Background: an optimization exercise with open tools, aiming at small area. Do not read the settings as production practice. The RTL was checked by simulation tests, not by an equivalence proof against the original design. No activity file was given, so power comes from the tool's default toggle rates.

==> run a: inputs <==
// gasm_core
module gasm_core #(
    parameter [31:0] OUT_ADDR        = 32'h0000_FF00,
    parameter [31:0] KBD_DATA_ADDR   = 32'h0000_FF04,
    parameter [31:0] KBD_STATUS_ADDR = 32'h0000_FF08,
    parameter [31:0] STACK_LO        = 32'h0000_E000,
    parameter [31:0] STACK_HI        = 32'h0000_F000
) (
    input  wire        clk,
    input  wire        rst,
    input  wire [31:0] entry,
    output reg         mem_valid,
    output reg         mem_we,
    output reg  [3:0]  mem_wstrb,
    output reg  [31:0] mem_addr,
    output reg  [31:0] mem_wdata,
    input  wire [31:0] mem_rdata,
    input  wire        mem_ready,
    output wire        boundary,
    input  wire        timer_tick,
    input  wire        kbd_valid,
    input  wire [7:0]  kbd_char,
    output reg         kbd_ack,
    output reg         out_valid,
    output reg  [7:0]  out_byte,
    output wire        halted,
    output wire        faulted,
    output wire [2:0]  fault_reason,
    output reg  [31:0] fault_value
);
clock: 20.0 ns
lec_check: 0
abc_area: 1
cap_margin: 20
core_margin: 2
core_utilization: 30
gpl_routability_driven: 1
place_density: 0.45
slew_margin: 20
standard.sh (not shown) runs the stock make flow with config.mk's settings and CLKGATE_MAP_FILE= SYNTH_SCRIPT=/design/flow/synth_recipe.tcl, a recipe that flattens the netlist after the stock synthesis.
==> flow/flow/run.sh <==
#!/bin/bash
# Standard ORFS layout, with three changes to how it is built:
#  - after the standard synthesis, the combinational logic between the registers is
#    re-mapped with an area-oriented ABC script (flow/remap.abc); the registers,
#    their names and cell types, and the ports are left as the standard synthesis made them
#  - ports are buffered with the smallest buffer (sky130_fd_sc_hd__buf_1)
#  - the clock tree uses clkbuf_4 leaf clusters of at most 9 sinks within 60 um, and no dummy loads
set -euo pipefail
export BUFFER_PORTS_ARGS="-buffer_cell sky130_fd_sc_hd__buf_1"
export CTS_ARGS="-sink_clustering_enable -repair_clock_nets -dont_use_dummy_load -buf_list sky130_fd_sc_hd__clkbuf_4 -sink_clustering_size 9 -sink_clustering_max_diameter 60 -sink_buffer_max_cap_derate 1.0"

HERE=$PWD
RES=$HERE/orfs/results/$FLOW_PLATFORM/gasm_core/base
LIB=$FLOW_HOME/platforms/$FLOW_PLATFORM/lib/sky130_fd_sc_hd__tt_025C_1v80.lib

# 1. standard synthesis
bash standard.sh $RES/1_2_yosys.v > synth_standard.log 2>&1
cp $RES/1_2_yosys.v $HERE/synth_standard.v

# 2. re-map the combinational logic; sequential cells stay as black boxes
SEQ=$(grep -oE "sky130_fd_sc_hd__[a-z0-9_]+" $HERE/synth_standard.v | sort -u | grep -E "__(s?e?df|dl|sdl)" | tr '\n' ' ')
DU=$(sed -n '/DONT_USE_CELLS += /,/^#/p' $FLOW_HOME/platforms/$FLOW_PLATFORM/config.mk | grep -oE "sky130_fd_sc_hd__[a-z0-9_]+" | sed 's/^/-dont_use /' | tr '\n' ' ')
cat > $HERE/remap.ys <<EOY
read_liberty -ignore_miss_func $LIB
blackbox $SEQ
read_verilog $HERE/synth_standard.v
hierarchy -top $FLOW_TOP
flatten
opt_clean
abc -script $HERE/flow/remap.abc -liberty $LIB $DU
opt_clean -purge
hilomap -singleton -hicell sky130_fd_sc_hd__conb_1 HI -locell sky130_fd_sc_hd__conb_1 LO
splitnets
opt_clean -purge
stat -liberty $LIB
write_verilog -noattr -nohex -nodec $HERE/synth_remap.v
EOY
yosys -s $HERE/remap.ys > remap.log 2>&1
cp $HERE/synth_remap.v $RES/1_2_yosys.v

# 3. the rest of the standard layout on the re-mapped netlist
bash standard.sh > standard_flow.log 2>&1
==> flow/flow/remap.abc <==
strash
&get -n
&deepsyn -T 20
&dch -f
&nf -a -R 1000
&put
==> run b: changes against run a <==
--- a/flow/design.v
+++ b/flow/design.v
@@ -45,49 +45,47 @@
                      S_E2    = 5'd15,   
                      S_EW2   = 5'd16,
                      S_FP    = 5'd17,   
                      S_HALT  = 5'd18,   
                      S_FSTOP = 5'd19;   
     localparam [2:0] FK_OP = 3'd0, FK_CSRA = 3'd1, FK_CSRB = 3'd2, FK_DIV = 3'd3,
                      FK_ENT = 3'd4, FK_RA = 3'd5, FK_RB = 3'd6;
     localparam [3:0] W_ADD = 4'd0, W_LOG = 4'd1, W_CSRB = 4'd2, W_CSROR = 4'd3,
-                     W_RB = 4'd4, W_RC = 4'd5, W_MDR = 4'd6, W_MUL = 4'd7,
+                     W_RB = 4'd4, W_RC = 4'd5, W_MDR = 4'd6,
                      W_DIV = 4'd8, W_SHL = 4'd9, W_HND = 4'd10, W_CAUSE = 4'd11,
                      W_FV = 4'd12;
     localparam [2:0] M_W = 3'd0, M_PC = 3'd1, M_SP = 3'd2, M_RB = 3'd3,
                      M_MDR = 3'd4, M_ZERO = 3'd5, M_SELF = 3'd6;
     localparam [2:0] D_RC = 3'd0, D_RB = 3'd1, D_PSW = 3'd2, D_PCI = 3'd3,
-                     D_NEG = 3'd4, D_MAR = 3'd5, D_SIGN = 3'd6;
+                     D_NEG = 3'd4, D_SIGN = 3'd6;
     reg [4:0]  state;
     reg [2:0]  step;
     reg [4:0]  ph;
     reg        busy;
     reg [511:0] gpr;           
     reg [31:0]  psw, hnd, cau;
     reg [31:0]  ir, mar, mdr;
     reg [19:0]  th;            
     wire [31:0] t = {th, ir[11:0]};
-    reg         m32;
     reg        pcw;            
     reg        bnd_ent;        
     reg        kb;             
-    reg        slt;            
     wire [2:0] ecause = {!bnd_ent, bnd_ent, bnd_ent & kb};
     reg [2:0]  fpk;
     reg        tr_s, i_s;      
     reg        push_ok, entry_ok;
     reg        ge4_r, ge8_r, le4_r;
     reg        lt_r, gt_r;     
     reg        zr;
     reg        f1, f2, f3;     
     wire       cond = f3;
     wire       cf = f3;
     wire       seen_t = f3;
-    reg        sb, sc, ovf;
+    reg        sb, sc;
     reg        seen_m;
     reg        c1, c2, c3, c4;
     wire ph0  = (ph == 5'd0);
     wire ph31 = (ph == 5'd31);
     wire [7:0] op = ir[31:24];
     wire [3:0] fa = ir[23:20];
     wire [3:0] fb = ir[19:16];
     wire [3:0] fc = ir[15:12];
@@ -184,17 +182,17 @@
             2'd0: s_log = ~s_rb;
             2'd1: s_log = s_rb & s_rc;
             2'd2: s_log = s_rb | s_rc;
             default: s_log = s_rb ^ s_rc;
         endcase
     end
     wire [4:0] shn = t[4:0];
     wire ph_lt_n = (ph < shn);
-    wire s_q    = mdr[0];
+    wire s_q    = o_mul ? mar[0] : mdr[0];
     wire s_divr = s_q ^ ((sb ^ sc) & (ph0 ? 1'b0 : seen_m));
     wire shl_zero = f1 | ph_lt_n;
     wire s_shl = shl_zero ? 1'b0 : mdr[0];
     reg s_fv;
     always @(*) begin
         case (fpk)
             FK_ENT:  s_fv = s_spd;
             FK_RA:   s_fv = s_ra;
@@ -207,17 +205,16 @@
         case (ws)
             W_ADD:   wbus = a_s2;
             W_LOG:   wbus = s_log;
             W_CSRB:  wbus = s_csrb;
             W_CSROR: wbus = s_csrb | s_d;
             W_RB:    wbus = s_rb;
             W_RC:    wbus = s_rc;
             W_MDR:   wbus = mdr[0];
-            W_MUL:   wbus = mdr[1];
             W_DIV:   wbus = s_divr;
             W_SHL:   wbus = s_shl;
             W_HND:   wbus = hnd[0];
             W_CAUSE: wbus = ecause[ph[1:0]] & (ph < 5'd3);
             W_FV:    wbus = s_fv;
             default: wbus = 1'b0;
         endcase
     end
@@ -249,20 +246,20 @@
         fl_o = 1'b0;
         if (o_add) begin
             fl_c = a_c1;
             fl_o = (s_rb == s_rc) && (wbus != s_rb);
         end else if (o_sub) begin
             fl_c = !a_c1;
             fl_o = (s_rb != s_rc) && (wbus != s_rb);
         end else if (o_mul) begin
-            fl_c = !((f1_in & ~mar[0] & ~m32) | (f2_in & mar[0] & m32));
+            fl_c = f1 | (mar[0] & !((sb ^ sc) & f2));
             fl_o = fl_c;
         end else if (o_div) begin
-            fl_o = ovf;
+            fl_o = f2;                  
         end else if (o_shl) begin
             if (f1)
                 fl_c = !f2 && (shn == 5'd0) && mdr[0];
             else if (shn != 5'd0)
                 fl_c = mdr[1];
         end else if (o_shr) begin
             fl_c = cf;
         end
@@ -284,31 +281,30 @@
     wire chk_bad = lt_n | gt_n;
     wire [31:0] K_E004 = STACK_LO + 32'd4;
     wire [31:0] K_E008 = STACK_LO + 32'd8;
     wire [31:0] K_F004 = STACK_HI + 32'd4;
     wire mv = head[14];
     wire ge4_n = (mv & ~K_E004[ph]) | (~(mv ^ K_E004[ph]) & (ph0 ? 1'b1 : ge4_r));
     wire ge8_n = (mv & ~K_E008[ph]) | (~(mv ^ K_E008[ph]) & (ph0 ? 1'b1 : ge8_r));
     wire le4_n = (~mv & K_F004[ph]) | (~(mv ^ K_F004[ph]) & (ph0 ? 1'b1 : le4_r));
-    wire [31:0] pa_a   = div_it ? {mar[30:0], mdr[31]} : {m32, mar[31:1]};
-    wire        pa_en  = div_it | mdr[0];
-    wire        pa_inv = div_it ? ~mar[31] : (ph31 & mdr[0]);
+    wire [31:0] pa_a   = {mar[30:0], div_it & mdr[31]};
+    wire        pa_en  = div_it | mdr[31];
+    wire        pa_inv = div_it & ~mar[31];
     wire [31:0] pa_b   = ({32{pa_en}} & t) ^ {32{pa_inv}};
     wire [32:0] pa_c;
     wire [31:0] pa_s;
     assign pa_c[0] = pa_inv;
     generate
         for (g = 0; g < 32; g = g + 1) begin : rca
             assign pa_s[g]   = pa_a[g] ^ pa_b[g] ^ pa_c[g];
             assign pa_c[g+1] = (pa_a[g] & pa_b[g]) | (pa_a[g] & pa_c[g]) | (pa_b[g] & pa_c[g]);
         end
     endgenerate
     wire [32:0] pa_sum = {pa_c[32], pa_s};
-    wire        pa_s32 = pa_a[31] ^ pa_b[31] ^ pa_c[32];
     wire is_pass = (state == S_INIT) || (state == S_EX) || (state == S_PCF) ||
                    (state == S_E1) || (state == S_E2) || (state == S_FP);
     wire act = is_pass && (ph0 || busy);
     wire pass_end = act && ph31;
     always @(*) begin
         ws = W_ADD; xa = 1'b0; ysel = 2'd0; sub = 1'b0; used = 1'b0;
         gwe = 1'b0; wsel = fa; cwe = 1'b0; csel = fa[1:0];
         x14sp = 1'b0; k8 = 1'b0; pcfin = 1'b0;
@@ -341,49 +337,33 @@
                 S_FP: begin
                     ws = W_FV; k8 = step[0];
                     mar_sh = 1'b1; msrc = M_W;
                 end
                 S_EX: begin
                     if (o_add || o_sub || o_log) begin
                         ws = o_log ? W_LOG : W_ADD; ysel = 2'd2; sub = o_sub;
                         gwe = 1'b1; flags_we = 1'b1; pcfin = 1'b1;
-                    end else if (o_mul) begin
-                        case (step)
-                            3'd0: begin
-                                t_sh = 1'b1;                        
-                                mdr_sh = 1'b1; dsrc = D_RC;
-                                mar_sh = 1'b1; msrc = M_ZERO;
-                            end
-                            3'd1: begin
-                                mul_it = 1'b1;
-                                mdr_sh = 1'b1; dsrc = D_MAR;
-                            end
-                            default: begin
-                                ws = W_MUL; gwe = 1'b1; flags_we = 1'b1; pcfin = 1'b1;
-                                mdr_sh = 1'b1; dsrc = D_MAR;
-                            end
-                        endcase
-                    end else if (o_div) begin
+                    end else if (o_mul || o_div) begin
                         case (step)
                             3'd0: begin
                                 t_sh = 1'b1;
-                                mdr_sh = 1'b1; dsrc = D_RB;
+                                mdr_sh = 1'b1; dsrc = o_mul ? D_RC : D_RB;
                             end
                             3'd1: begin
                                 t_sh = 1'b1; tneg = 1'b1;
                                 mdr_sh = 1'b1; dsrc = D_NEG;
                                 mar_sh = 1'b1; msrc = M_ZERO;
                             end
                             3'd2: begin
-                                div_it = 1'b1;
+                                div_it = o_div; mul_it = o_mul;
                             end
                             default: begin
                                 ws = W_DIV; gwe = 1'b1; flags_we = 1'b1; pcfin = 1'b1;
-                                mdr_sh = 1'b1;
+                                mdr_sh = o_div;
                             end
                         endcase
                     end else if (o_shl || o_shr) begin
                         if (step == 3'd0) begin
                             t_sh = 1'b1;
                             mdr_sh = 1'b1; dsrc = D_RB;
                         end else if (o_shl) begin
                             ws = W_SHL; gwe = 1'b1; flags_we = 1'b1; pcfin = 1'b1;
@@ -490,17 +470,16 @@
             default: marin = 1'b0;
         endcase
         case (dsrc)
             D_RC:   mdrin = s_rc;
             D_RB:   mdrin = s_rb;
             D_PSW:  mdrin = psw[0];
             D_PCI:  mdrin = s_pci;
             D_NEG:  mdrin = mdr[0] ^ (sb & (ph0 ? 1'b0 : seen_m));
-            D_MAR:  mdrin = mar[0];
             default: mdrin = mdr[31];
         endcase
     end
     wire tin = tneg ? (t[0] ^ (sc & (ph0 ? 1'b0 : seen_t))) :
                ((o_mul) ? s_rb : s_rc);
     wire const_addr = (state == S_POLLR) || (state == S_POLLW) ||
                       (state == S_K1) || (state == S_K2) || (state == S_K3);
     always @(*) begin
@@ -534,17 +513,17 @@
         out_valid = (state == S_POLLR) && mem_ready && (mem_rdata[7:0] != 8'd0);
         out_byte  = mem_rdata[7:0];
     end
     assign boundary = (state == S_BND);
     assign halted  = (state == S_HALT);
     assign faulted = (state == S_FSTOP);
     assign fault_reason = (fpk == FK_OP) ? 3'd5 :
                           (fpk == FK_CSRA || fpk == FK_CSRB) ? 3'd6 :
-                          (fpk == FK_DIV) ? 3'd2 : (slt ? 3'd3 : 3'd4);
+                          (fpk == FK_DIV) ? 3'd2 : (kb ? 3'd3 : 3'd4);
     wire t_take = timer_tick && tr_s && !i_s;
     wire k_del  = kbd_valid && !i_s && !t_take;
     always @(*) begin
         kbd_ack = (state == S_BND) && kbd_valid && (i_s || entry_ok);
         fault_value = mar;
         if (faulted && fpk == FK_OP)
             fault_value[7:0] = mar[7:0] | op;
         if (faulted && fpk == FK_CSRA)
@@ -572,54 +551,52 @@
         gt_r <= gt_n;
         ge4_r <= ge4_n;
         ge8_r <= ge8_n;
         le4_r <= le4_n;
         if (ph0) begin
             push_ok  <= ge4_r & le4_r;
             entry_ok <= ge8_r & le4_r;
         end
-        if (mul_it)
-            m32 <= pa_s32;
-        else if (state == S_DEC)
-            m32 <= 1'b0;
         if (state == S_FETCH && xfer)
             ir <= {mem_rdata[7:0], mem_rdata[15:8], mem_rdata[23:16], mem_rdata[31:24]};
         else if (t_sh)
             ir[11:0] <= {th[0], ir[11:1]};
         if ((state == S_MR || state == S_K2) && xfer)
             mdr <= mem_rdata;
         else if (state == S_BND)
             mdr <= {24'd0, kbd_char};
-        else if (div_it)
+        else if (div_it || mul_it)
             mdr <= {mdr[30:0], ~pa_sum[31]};
         else if (mdr_sh)
             mdr <= {mdrin, mdr[31:1]};
         if (t_sh)
             th <= {tin, th[19:1]};
         if (act && state == S_EX) begin
-            if (o_div && step == 3'd0) begin
+            if ((o_div || o_mul) && step == 3'd0) begin
                 f1 <= f1_in & (s_rb == ph31);           
                 f2 <= f2_in & s_rc;                     
                 f3 <= f3_in & ~s_rc;                    
                 if (ph31) begin
-                    ovf <= f1_in & (s_rb == ph31) & f2_in & s_rc;
-                    sb  <= s_rb;
-                    sc  <= s_rc;
+                    f2  <= f1_in & (s_rb == ph31) & f2_in & s_rc;
+                    sb  <= o_mul ? s_rc : s_rb;         
+                    sc  <= o_mul ? s_rb : s_rc;         
                 end
             end
-            if (o_div && step == 3'd1) begin
+            if ((o_div || o_mul) && step == 3'd1) begin
                 seen_m <= (ph0 ? 1'b0 : seen_m) | mdr[0];
                 f3 <= (ph0 ? 1'b0 : f3) | t[0];
+                f1 <= 1'b0;
             end
-            if (o_div && step == 3'd3)
-                seen_m <= (ph0 ? 1'b0 : seen_m) | mdr[0];
-            if (o_mul && step == 3'd2) begin
-                f1 <= f1_in & ~mar[0];
-                f2 <= f2_in & mar[0];
+            if (o_mul && step == 3'd2)
+                f1 <= f1 | mar[31] | pa_c[32];          
+            if ((o_div || o_mul) && step == 3'd3) begin
+                seen_m <= (ph0 ? 1'b0 : seen_m) | s_q;
+                if (o_mul)
+                    f2 <= f2_in & ~s_q;
             end
             if ((o_shl || o_shr) && step == 3'd0) begin
                 f1 <= (ph0 ? 1'b0 : f1) | (s_rc & (ph >= 5'd5));
                 f2 <= (ph0 ? 1'b0 : f2) | (s_rc & (ph >= 5'd6));
             end
             if (o_shr && step == 3'd1) begin
                 if (f1 | ph_lt_n)
                     f3 <= mdr[0];
@@ -683,20 +660,18 @@
                         if (o_jmp || o_jmpm) step <= 3'd1;
                     end
                 end
                 S_EX:
                     if (pass_end) begin
                         step <= step + 3'd1;
                         if (o_add || o_sub || o_log || o_csrrd || o_ldimm || o_csrwr || o_csror)
                             state <= S_POLLR;
-                        else if (o_mul)
-                            state <= (step == 3'd2) ? S_POLLR : S_EX;
-                        else if (o_div) begin
-                            if (step == 3'd0 && f3_in & ~s_rc) begin
+                        else if (o_div || o_mul) begin
+                            if (o_div && step == 3'd0 && f3_in & ~s_rc) begin
                                 fpk <= FK_DIV; state <= S_FP; step <= 3'd0;
                             end else
                                 state <= (step == 3'd3) ? S_POLLR : S_EX;
                         end else if (o_shl)
                             state <= (step == 3'd1) ? S_POLLR : S_EX;
                         else if (o_shr)
                             state <= (step == 3'd2) ? S_POLLR : S_EX;
                         else if (o_ld || o_csrld)
@@ -763,16 +738,16 @@
                 S_E2:  if (pass_end) state <= S_EW2;
                 S_EW2: if (xfer) state <= S_PCF;
                 S_FP:
                     if (pass_end) begin
                         if (fpk == FK_ENT && step == 3'd0 && !chk_bad)
                             step <= 3'd1;
                         else begin
                             state   <= S_FSTOP;
-                            slt     <= lt_n;
+                            kb      <= lt_n;
                         end
                     end
                 default: ;    
             endcase
         end
     end
 endmodule
--- a/flow/flow/run.sh
+++ b/flow/flow/run.sh
@@ -1,18 +1,18 @@
 #!/bin/bash
 # Standard ORFS layout, with three changes to how it is built:
 #  - after the standard synthesis, the combinational logic between the registers is
 #    re-mapped with an area-oriented ABC script (flow/remap.abc); the registers,
 #    their names and cell types, and the ports are left as the standard synthesis made them
 #  - ports are buffered with the smallest buffer (sky130_fd_sc_hd__buf_1)
-#  - the clock tree uses clkbuf_4 leaf clusters of at most 9 sinks within 60 um, and no dummy loads
+#  - the clock tree uses clkbuf_4 leaf clusters of at most 8 sinks within 60 um, and no dummy loads
 set -euo pipefail
 export BUFFER_PORTS_ARGS="-buffer_cell sky130_fd_sc_hd__buf_1"
-export CTS_ARGS="-sink_clustering_enable -repair_clock_nets -dont_use_dummy_load -buf_list sky130_fd_sc_hd__clkbuf_4 -sink_clustering_size 9 -sink_clustering_max_diameter 60 -sink_buffer_max_cap_derate 1.0"
+export CTS_ARGS="-sink_clustering_enable -repair_clock_nets -dont_use_dummy_load -buf_list sky130_fd_sc_hd__clkbuf_8 -sink_clustering_size 17 -sink_clustering_max_diameter 45 -sink_buffer_max_cap_derate 1.0"
 
 HERE=$PWD
 RES=$HERE/orfs/results/$FLOW_PLATFORM/gasm_core/base
 LIB=$FLOW_HOME/platforms/$FLOW_PLATFORM/lib/sky130_fd_sc_hd__tt_025C_1v80.lib
 
 # 1. standard synthesis
 bash standard.sh $RES/1_2_yosys.v > synth_standard.log 2>&1
 cp $RES/1_2_yosys.v $HERE/synth_standard.v
==> flow/flow/remap.abc (replaced) <==
strash
&get -n
&deepsyn -T 20
&put
strash
amap

CORE_UTILIZATION = 55   (was 30)
GPL_TIMING_DRIVEN = 0   (was default)
PLACE_DENSITY = 0.75   (was 0.45)
==> qor summary <==
Multi-input logic cell count: run a 1103; run b 1040
Non-clock inverter instance count of the final layout: run a 52; run b 187
Source-to-sink clock delay at the later pin of the worst-skew pair: run a 0.90 ns; run b 0.66 ns
Max-slew headroom: run a 17.6%; run b 25.2%
Antenna violations before repair: run a 3; run b 4
Power dissipated in sequential cells: run a 0.00176 W; run b 0.00175 W
Met1 WL: run a 35900 µm; run b 28400 µm
Share of the core filled with cells in the final layout: run a 34.4%; run b 62.3%
Final cell count without fillers: run a 3306; run b 2807
Dpl hpwl: run a 52900 µm; run b 47000 µm
Top fanout value on the critical path: run a 30; run b 24
Global placer's final weighted congestion: run a 0.949; run b 0.996
Hold worst-path end: run a gpr[157]; run b gpr[379]
Achievable Freq: run a 0.0588 GHz; run b 0.0613 GHz
Reg-to-Reg End: run a mar[31]; run b mdr[0]
Met2 wire length: run a 29700 µm; run b 28600 µm
Register-to-Register Setup Slack: run a 2.99 ns; run b 3.69 ns
Outcome: run a timing/DRC/antenna clean; run b timing/DRC/antenna clean
Largest net degree at the start of global routing: run a 43; run b 40
Clock buffers created by TritonCTS: run a 101; run b 69

## what the ideal ports hide
In the flow no input, the clock included, has a driving cell. The finished layouts below were timed again as built, in two steps.
Step 1 (the two cells are an assumption about what drives the block):
set clk [get_ports {clk}]
set_driving_cell -lib_cell sky130_fd_sc_hd__clkbuf_16 $clk
set_driving_cell -lib_cell sky130_fd_sc_hd__buf_2 [delete_from_list [all_inputs] $clk]
Step 2 times the ports against the registers' clock, not the clock port: input delays grow and output delays shrink by t, the midpoint of the rising clock arrivals with the driver on.
Three values: no drivers, after step 1, after step 2; two values: the first two.
run	t (ns)	setup WS [ns]	worst setup path at the end
run a	0.905	2.995 / 2.995 / 2.995	register to register
run b	0.666	3.685 / 3.685 / 3.685	register to register
After both steps setup and hold are still met in every run listed.
